Background: an optimization exercise with open tools, aiming at small area. Do not read the settings as production practice.
In this exercise RTL edits were held to simulation tests only and were not proved equivalent to the original.
Power and IR drop assume default switching activity.

==> job 7632: inputs <==
## pwroff_engine
module pwroff_engine (
    input  wire        clk,
    input  wire        rst_n,         
    input  wire [31:0] base,
    input  wire [31:0] tick_rate,
    input  wire        trig_valid,
    input  wire [7:0]  trig_reason,
    output wire        ret_valid,
    output wire        ret_handled,
    input  wire        ret_ready,
    output wire        bus_valid,
    output wire        bus_write,
    output wire [31:0] bus_addr,
    output wire [7:0]  bus_wdata,
    input  wire        bus_ready,
    input  wire [7:0]  bus_rdata,
    output wire        slp_valid,
    output wire [6:0]  slp_units,
    input  wire        slp_ready,
    output wire        diag_valid,
    output wire [7:0]  diag_code,
    output wire [31:0] diag_data,
    input  wire        diag_ready,
    output wire [31:0] status
);
export LEC_CHECK = 0
export CAP_MARGIN = 20
export CORE_MARGIN = 2
export CORE_UTILIZATION = 40
export SLEW_MARGIN = 20
create_clock -name core_clock -period 20.0 [get_ports {clk}]
standard.sh (not shown) runs the stock make flow with config.mk's settings and CLKGATE_MAP_FILE= SYNTH_SCRIPT=/design/flow/synth_recipe.tcl, a recipe that flattens the netlist after the stock synthesis.
==> flow/flow/run.sh <==
#!/bin/bash
# Standard ORFS layout with three changes:
#  - after the standard synthesis, the combinational logic between the (unchanged) registers
#    is mapped again by ABC (half adders of the address incrementer are kept) with an area-oriented script (flow/abc_area.script), tried with
#    several random seeds; the smallest result that Yosys proves equivalent to the standard
#    netlist replaces it;
#  - port buffers use the smallest buffer cell;
#  - the clock tree uses small clock buffers and no dummy loads.
set -euo pipefail
W=$PWD
R=$W/orfs/results/sky130hd/pwroff_engine/base
LIB=$FLOW_HOME/platforms/sky130hd/lib/sky130_fd_sc_hd__tt_025C_1v80.lib
export BUFFER_PORTS_ARGS="-buffer_cell sky130_fd_sc_hd__buf_1"
export CTS_ARGS="-sink_clustering_enable -repair_clock_nets -buf_list sky130_fd_sc_hd__clkbuf_4 -root_buf sky130_fd_sc_hd__clkbuf_4 -dont_use_dummy_load"

# 1. standard synthesis
bash standard.sh "$R/1_2_yosys.v" > make_synth.log 2>&1
cp "$R/1_2_yosys.v" "$R/1_2_yosys_std.v"

# 2. remap the combinational logic; registers and tie cells are kept as they are
DU=$(sed 's/^/-dont_use /' flow/dont_use.txt | tr '\n' ' ')
mkdir -p resynth
remap() {
  local s=$1
  sed "s/@SEED@/$s/" flow/abc_area.script > resynth/abc_$s.script
  cat > resynth/remap_$s.ys <<EOS
read_liberty -ignore_miss_func $LIB
blackbox sky130_fd_sc_hd__*df* sky130_fd_sc_hd__conb_1
read_verilog $R/1_2_yosys_std.v
read_verilog -lib $W/flow/ha_keep.v
hierarchy -top $FLOW_TOP
select -set hak w:base %co1:+[A,B] t:sky130_fd_sc_hd__ha_1 %i
chtype -set ha_keep @hak
flatten
delete t:\$scopeinfo
opt_clean
techmap
opt -fast
abc -liberty $LIB $DU -script $W/resynth/abc_$s.script
opt_clean -purge
chtype -set sky130_fd_sc_hd__ha_1 t:ha_keep
read_liberty -lib -ignore_redef $LIB
check -assert
tee -o $W/resynth/stat_$s.txt stat -liberty $LIB
write_verilog -noattr -noexpr -nohex -nodec $W/resynth/net_$s.v
EOS
  yosys -s resynth/remap_$s.ys > resynth/remap_$s.log 2>&1 || rm -f resynth/net_$s.v
}
for s in 1 2 3 4; do remap $s & done; wait
for s in 5 6 7 8; do remap $s & done; wait

# candidates, smallest first
: > resynth/areas.txt
for s in 1 2 3 4 5 6 7 8; do
  if [[ -f resynth/net_$s.v ]]; then
    a=$(awk '/Chip area/ {print $NF}' resynth/stat_$s.txt | tail -1)
    echo "$a $s" >> resynth/areas.txt
  fi
done
sort -g resynth/areas.txt -o resynth/areas.txt
used=none
while read -r a s; do
  cat > resynth/equiv_$s.ys <<EOS
read_liberty -ignore_miss_func $LIB
read_verilog $R/1_2_yosys_std.v
rename $FLOW_TOP gold
read_verilog $W/resynth/net_$s.v
rename $FLOW_TOP gate
flatten
delete t:\$scopeinfo
opt_clean
equiv_make gold gate eq
hierarchy -top eq
equiv_simple -seq 2
equiv_induct
equiv_status -assert
EOS
  if yosys -s resynth/equiv_$s.ys > resynth/equiv_$s.log 2>&1; then
    cp resynth/net_$s.v "$R/1_2_yosys.v"
    used=$s
    break
  fi
done < resynth/areas.txt
echo "remapped netlist used: seed $used" > resynth/used.txt

# 3. the rest of the standard flow
bash standard.sh > make_finish.log 2>&1
==> flow/flow/abc_area.script <==
strash
&get -n
&deepsyn -T 25 -S @SEED@
&put
dch -f
amap
topo
==> flow/flow/ha_keep.v <==
// stand-in for the half adders kept through remapping
(* blackbox *)
module ha_keep(input A, input B, output COUT, output SUM);
endmodule
Other scripts of this flow, unchanged in this note and not shown: flow/flow/dont_use.txt
==> job 4135: changes against job 7632 <==
--- a/flow/design.v
+++ b/flow/design.v
@@ -52,32 +52,10 @@
     reg  [31:0] rb;
     wire [7:0] r0 = rb[7:0];
     wire [7:0] r1 = rb[15:8];
     wire [7:0] r2 = rb[23:16];
     wire [7:0] r3 = rb[31:24];
-    function [5:0] inc6(input [5:0] a);
-        integer i;
-        reg c;
-        begin
-            c = 1'b1;
-            for (i = 0; i < 6; i = i + 1) begin
-                inc6[i] = a[i] ^ c;
-                c = c & a[i];
-            end
-        end
-    endfunction
-    function [3:0] inc4(input [3:0] a);
-        integer i;
-        reg c;
-        begin
-            c = 1'b1;
-            for (i = 0; i < 4; i = i + 1) begin
-                inc4[i] = a[i] ^ c;
-                c = c & a[i];
-            end
-        end
-    endfunction
     wire s_cfg   = (st == S_CFG);
     wire s_rxp   = (st == S_RX_POLL);
     wire s_rxd   = (st == S_RX_DATA);
     wire s_short = (st == S_DIAG_SHORT);
     wire s_csum  = (st == S_DIAG_CSUM);
@@ -108,36 +86,14 @@
                 endcase
             S_TX_POLL, S_RX_POLL: ridx = 3'd5;    
             default: ridx = 3'd0;                 
         endcase
     end
-    reg [29:0] asum;
-    reg        ac;
-    integer ai;
-    always @(*) begin
-        ac = 1'b0;
-        for (ai = 0; ai < 3; ai = ai + 1) begin
-            asum[ai] = base[ai + 2] ^ ridx[ai] ^ ac;
-            ac = (base[ai + 2] & ridx[ai]) | (ac & (base[ai + 2] ^ ridx[ai]));
-        end
-        for (ai = 3; ai < 30; ai = ai + 1) begin
-            asum[ai] = base[ai + 2] ^ ac;
-            ac = ac & base[ai + 2];
-        end
-    end
-    assign bus_addr = {asum, 2'b00};
+    assign bus_addr = {base[31:2] + {27'd0, ridx}, 2'b00};
     wire [7:0] qbyte = n[0] ? {r3[0], r3[1], r3[2], r3[3], r3[4], r3[5], r3[6], r3[7]}
                             : {r2[0], r2[1], r2[2], r2[3], r2[4], r2[5], r2[6], r2[7]};
-    reg [8:0] dinc;
-    integer di;
-    always @(*) begin
-        dinc[8] = fl;
-        for (di = 0; di < 8; di = di + 1) begin
-            dinc[di] = qbyte[di] ^ dinc[8];
-            dinc[8]  = dinc[8] & qbyte[di];
-        end
-    end
+    wire [8:0] dinc = {1'b0, qbyte} + {8'd0, fl};
     reg [7:0] wd;
     always @(*) begin
         wd = 8'h00;
         if (s_cfg) begin
             case (n[2:0])
@@ -191,22 +147,13 @@
     wire [2:0] cfg_j = (st == S_IDLE) ? 3'd0 : s_cfg ? n[2:0] : 3'd7;
     assign status = {fault, 6'd0, fault, 4'd0, res2, res1, res0,
                      2'b00, att, cmd, 1'b0, cfg_j, st};
     wire step = (bus_valid && bus_ready) || (slp_valid && slp_ready) ||
                 (diag_valid && diag_ready) || (s_ret && ret_ready);
-    wire       ge   = r0[7] | (r0[6] & (r0[5] | r0[4] | (r0[3] & (r0[2] | (r0[1] & r0[0])))));
-    reg  [6:0] rsub;
-    reg        rc;
-    integer ri;
-    always @(*) begin
-        rc = 1'b0;
-        for (ri = 0; ri < 7; ri = ri + 1) begin
-            rsub[ri] = r0[ri] ^ ((7'd53 >> ri) & 1'b1) ^ rc;
-            rc = (r0[ri] & ((7'd53 >> ri) & 1'b1)) | (rc & (r0[ri] ^ ((7'd53 >> ri) & 1'b1)));
-        end
-    end
-    wire       xb   = tick_rate[~n[4:0]];
+    wire       ge   = r0 >= 8'd75;
+    wire [6:0] rsub = r0[6:0] - 7'd75;
+    wire       xb   = tick_rate[5'd31 - n[4:0]];
     wire [2:0] csum_s = {2'b00, rb[0]} + {2'b00, rb[8]} + {2'b00, rb[16]} + {2'b00, rb[24]} +
                         {1'b0, k[1:0]};
     wire [7:0] ack1   = cmd[1] ? 8'h06 : cmd[0] ? 8'h0C : 8'h35;
     wire       ack_ok = (r3 == 8'h01) && (r0 == ack1) && (r1 == 8'h00);
     wire reason_ok = (trig_reason == 8'h01) || (trig_reason == 8'h02);
@@ -243,26 +190,26 @@
             if (nh && ret_ready)
                 nh <= 1'b0;
             if (busy) begin
                 case (st)
                     S_CFG: begin
-                        n <= inc6(n);
+                        n <= n + 6'd1;
                         if (n == 6'd52) begin
                             fl   <= ge;
                             busy <= 1'b0;
                             n    <= 6'd0;
                         end
                     end
                     S_RX_POLL: begin
-                        k <= inc4(k);
+                        k <= k + 4'd1;
                         if (k == 4'd7) begin
                             busy <= 1'b0;
                             k    <= 4'd1;
                         end
                     end
                     S_DIAG_CSUM: begin
-                        n <= inc6(n);
+                        n <= n + 6'd1;
                         if (chk_run) begin
                             k[1:0] <= csum_s[2:1];
                             fl     <= fl | csum_s[0];
                         end
                         if (n == 6'd8 && !fl) begin
@@ -276,11 +223,11 @@
                         end
                         if (n == 6'd31)
                             busy <= 1'b0;
                     end
                     default: begin
-                        n <= inc6(n);
+                        n <= n + 6'd1;
                         if (n == 6'd31)
                             busy <= 1'b0;
                     end
                 endcase
             end
@@ -296,11 +243,11 @@
                 end
             end
             if (step) begin
                 case (st)
                     S_CFG: begin
-                        n <= inc6(n);
+                        n <= n + 6'd1;
                         if (n[2:0] == 3'd1)
                             fl <= dinc[8];
                         if (n[2:0] == 3'd6) begin
                             cmd <= 2'd0;
                             att <= 2'd1;
@@ -311,11 +258,11 @@
                     end
                     S_TX_POLL:
                         if (bus_rdata[5])
                             st <= S_TX_WRITE;
                     S_TX_WRITE: begin
-                        n <= inc6(n);
+                        n <= n + 6'd1;
                         if (tx_last) begin
                             if (!fl) begin
                                 n  <= 6'd0;
                                 k  <= 4'd1;
                                 st <= S_RX_POLL;
@@ -330,15 +277,15 @@
                         if (bus_rdata[0])
                             st <= S_RX_DATA;
                         else if (k != 4'd10)
                             st <= S_RX_SLEEP;
                     S_RX_SLEEP: begin
-                        k  <= inc4(k);
+                        k  <= k + 4'd1;
                         st <= S_RX_POLL;
                     end
                     S_RX_DATA: begin
-                        n  <= inc6(n);
+                        n  <= n + 6'd1;
                         k  <= 4'd1;
                         st <= S_RX_POLL;
                         if (rx_load && n[1:0] != 2'd3) begin
                             busy <= 1'b1;
                             k    <= 4'd0;
@@ -359,22 +306,22 @@
                         n    <= 6'd0;
                         st   <= S_DIAG_NAK;
                     end
                     S_DIAG_NAK: begin
                         if (att != 2'd3) begin
-                            att <= {att[1] ^ att[0], !att[0]};
+                            att <= att + 2'd1;
                             fl  <= 1'b0;
                             n   <= 6'd0;
                             st  <= S_TX_POLL;
                         end else begin
                             st <= S_DIAG_EXH;
                         end
                     end
                     S_POST_OK, S_EXH_SLEEP: begin
                         fail[cmd] <= st[2];
                         if (cmd != 2'd2) begin
-                            cmd <= {cmd[0], !cmd[0]};
+                            cmd <= cmd + 2'd1;
                             att <= 2'd1;
                             fl  <= 1'b0;
                             n   <= 6'd0;
                             st  <= S_TX_POLL;
                         end else begin
@@ -386,11 +333,11 @@
                     default: ;
                 endcase
                 if (rx_done) begin
                     if (fl) begin
                         if (att != 2'd3) begin
-                            att <= {att[1] ^ att[0], !att[0]};
+                            att <= att + 2'd1;
                             fl  <= 1'b0;
                             n   <= 6'd0;
                             st  <= S_TX_POLL;
                         end else begin
                             st <= S_DIAG_EXH;
==> flow/flow/run.sh (replaced) <==
#!/bin/bash
# Standard ORFS layout with three changes:
#  - after the standard synthesis, the combinational logic between the (unchanged) registers
#    is mapped again by ABC with an area-oriented script (flow/abc_area.script);
#  - port buffers use the smallest buffer cell;
#  - the clock tree uses small clock buffers and no dummy loads.
set -euo pipefail
W=$PWD
R=$W/orfs/results/sky130hd/pwroff_engine/base
LIB=$FLOW_HOME/platforms/sky130hd/lib/sky130_fd_sc_hd__tt_025C_1v80.lib
export BUFFER_PORTS_ARGS="-buffer_cell sky130_fd_sc_hd__buf_1"
export CTS_ARGS="-sink_clustering_enable -repair_clock_nets -buf_list sky130_fd_sc_hd__clkbuf_4 -root_buf sky130_fd_sc_hd__clkbuf_4 -dont_use_dummy_load"

# 1. standard synthesis
bash standard.sh "$R/1_2_yosys.v" > make_synth.log 2>&1
cp "$R/1_2_yosys.v" "$R/1_2_yosys_std.v"

# 2. remap the combinational logic; registers and tie cells are kept as they are
DU=$(sed 's/^/-dont_use /' flow/dont_use.txt | tr '\n' ' ')
cat > resynth.ys <<EOS
read_liberty -ignore_miss_func $LIB
blackbox sky130_fd_sc_hd__*df* sky130_fd_sc_hd__conb_1
read_verilog $R/1_2_yosys_std.v
hierarchy -top $FLOW_TOP
flatten
delete t:\$scopeinfo
opt_clean
techmap
opt -fast
abc -liberty $LIB $DU -script $W/flow/abc_area.script
opt_clean -purge
read_liberty -lib -ignore_redef $LIB
check -assert
tee -o $W/resynth_stat.txt stat -liberty $LIB
write_verilog -noattr -noexpr -nohex -nodec $W/resynth.v
EOS
cat > equiv.ys <<EOS
read_liberty -ignore_miss_func $LIB
read_verilog $R/1_2_yosys_std.v
rename $FLOW_TOP gold
read_verilog $W/resynth.v
rename $FLOW_TOP gate
flatten
delete t:\$scopeinfo
opt_clean
equiv_make gold gate eq
hierarchy -top eq
equiv_simple -seq 2
equiv_induct
equiv_status -assert
EOS
# use the remapped netlist only if Yosys proves it equivalent to the standard one
if yosys -s resynth.ys > resynth.log 2>&1 && yosys -s equiv.ys > equiv.log 2>&1; then
  cp resynth.v "$R/1_2_yosys.v"
else
  echo "resynthesis not used" >> resynth.log
fi

# 3. the rest of the standard flow
bash standard.sh > make_finish.log 2>&1
==> flow/flow/abc_area.script (replaced) <==
strash
&get -n
&deepsyn -T 20
&put
dch -f
amap
topo
removed: flow/flow/ha_keep.v
==> comparison table <==
| item | job 4135 | job 7632 |
|---|---|---|
| Total core area | 0.0103 mm2 | 0.0102 mm2 |
| Routed metal-1 wirelength | 6820 um | 6780 um |
| Share of total power in sequential cells | 32.4% | 56.0% |
| Routed length on met3 | 1460 um | 1140 um |
| Path depth of the worst reg2reg path | 14 | 11 |
| Switching power of the nets | 0.358 mW | 0.0735 mW |
| Final worst-path setup slack | 8.24 ns | 6.07 ns |
| Routing usage on met2 | 45.1% | 43.1% |
| Maximum fanout along the worst path | 4 | 3 |
| Switching part of the total power | 53.1% | 30.7% |
| First-pass GRT wire length | 24,600 um | 23,200 um |
| Length of routed met2 wiring | 7360 um | 7080 um |
| Result of the run | timing/DRC/antenna clean | timing/DRC/antenna clean |

[re-timing with driven ports]
The flow's constraints put no driver on any port. The routed layouts listed below were extracted and timed again, unchanged, in two steps.
Step 1: set_driving_cell puts a clkbuf_16 on clk and a buf_2 on each other input, an assumption about the parent block.
Step 2 times the ports against the registers' clock, not the clock port: input delays grow and output delays shrink by t, the midpoint of the rising clock arrivals with the driver on.
a / b / c = ideal ports / drivers / drivers and shift; a / b = the first two.
| run | t, ns | setup WS [ns] | worst hold slack (ns) | worst slew at a driven data input, ns |
|---|---|---|---|---|
| job 7632 | 0.465 | 6.071 / 6.050 / 6.050 | 0.490 / 0.490 / 0.490 | 0.05 |
| job 4135 | 0.435 | 8.244 / 8.215 / 8.215 | 0.490 / 0.490 / 0.490 | 0.04 |
After both steps every run listed still meets setup and hold. The setup slack of job 4135, which loses most, moves by -0.029 ns with the drivers and by -0.029 ns with both steps.
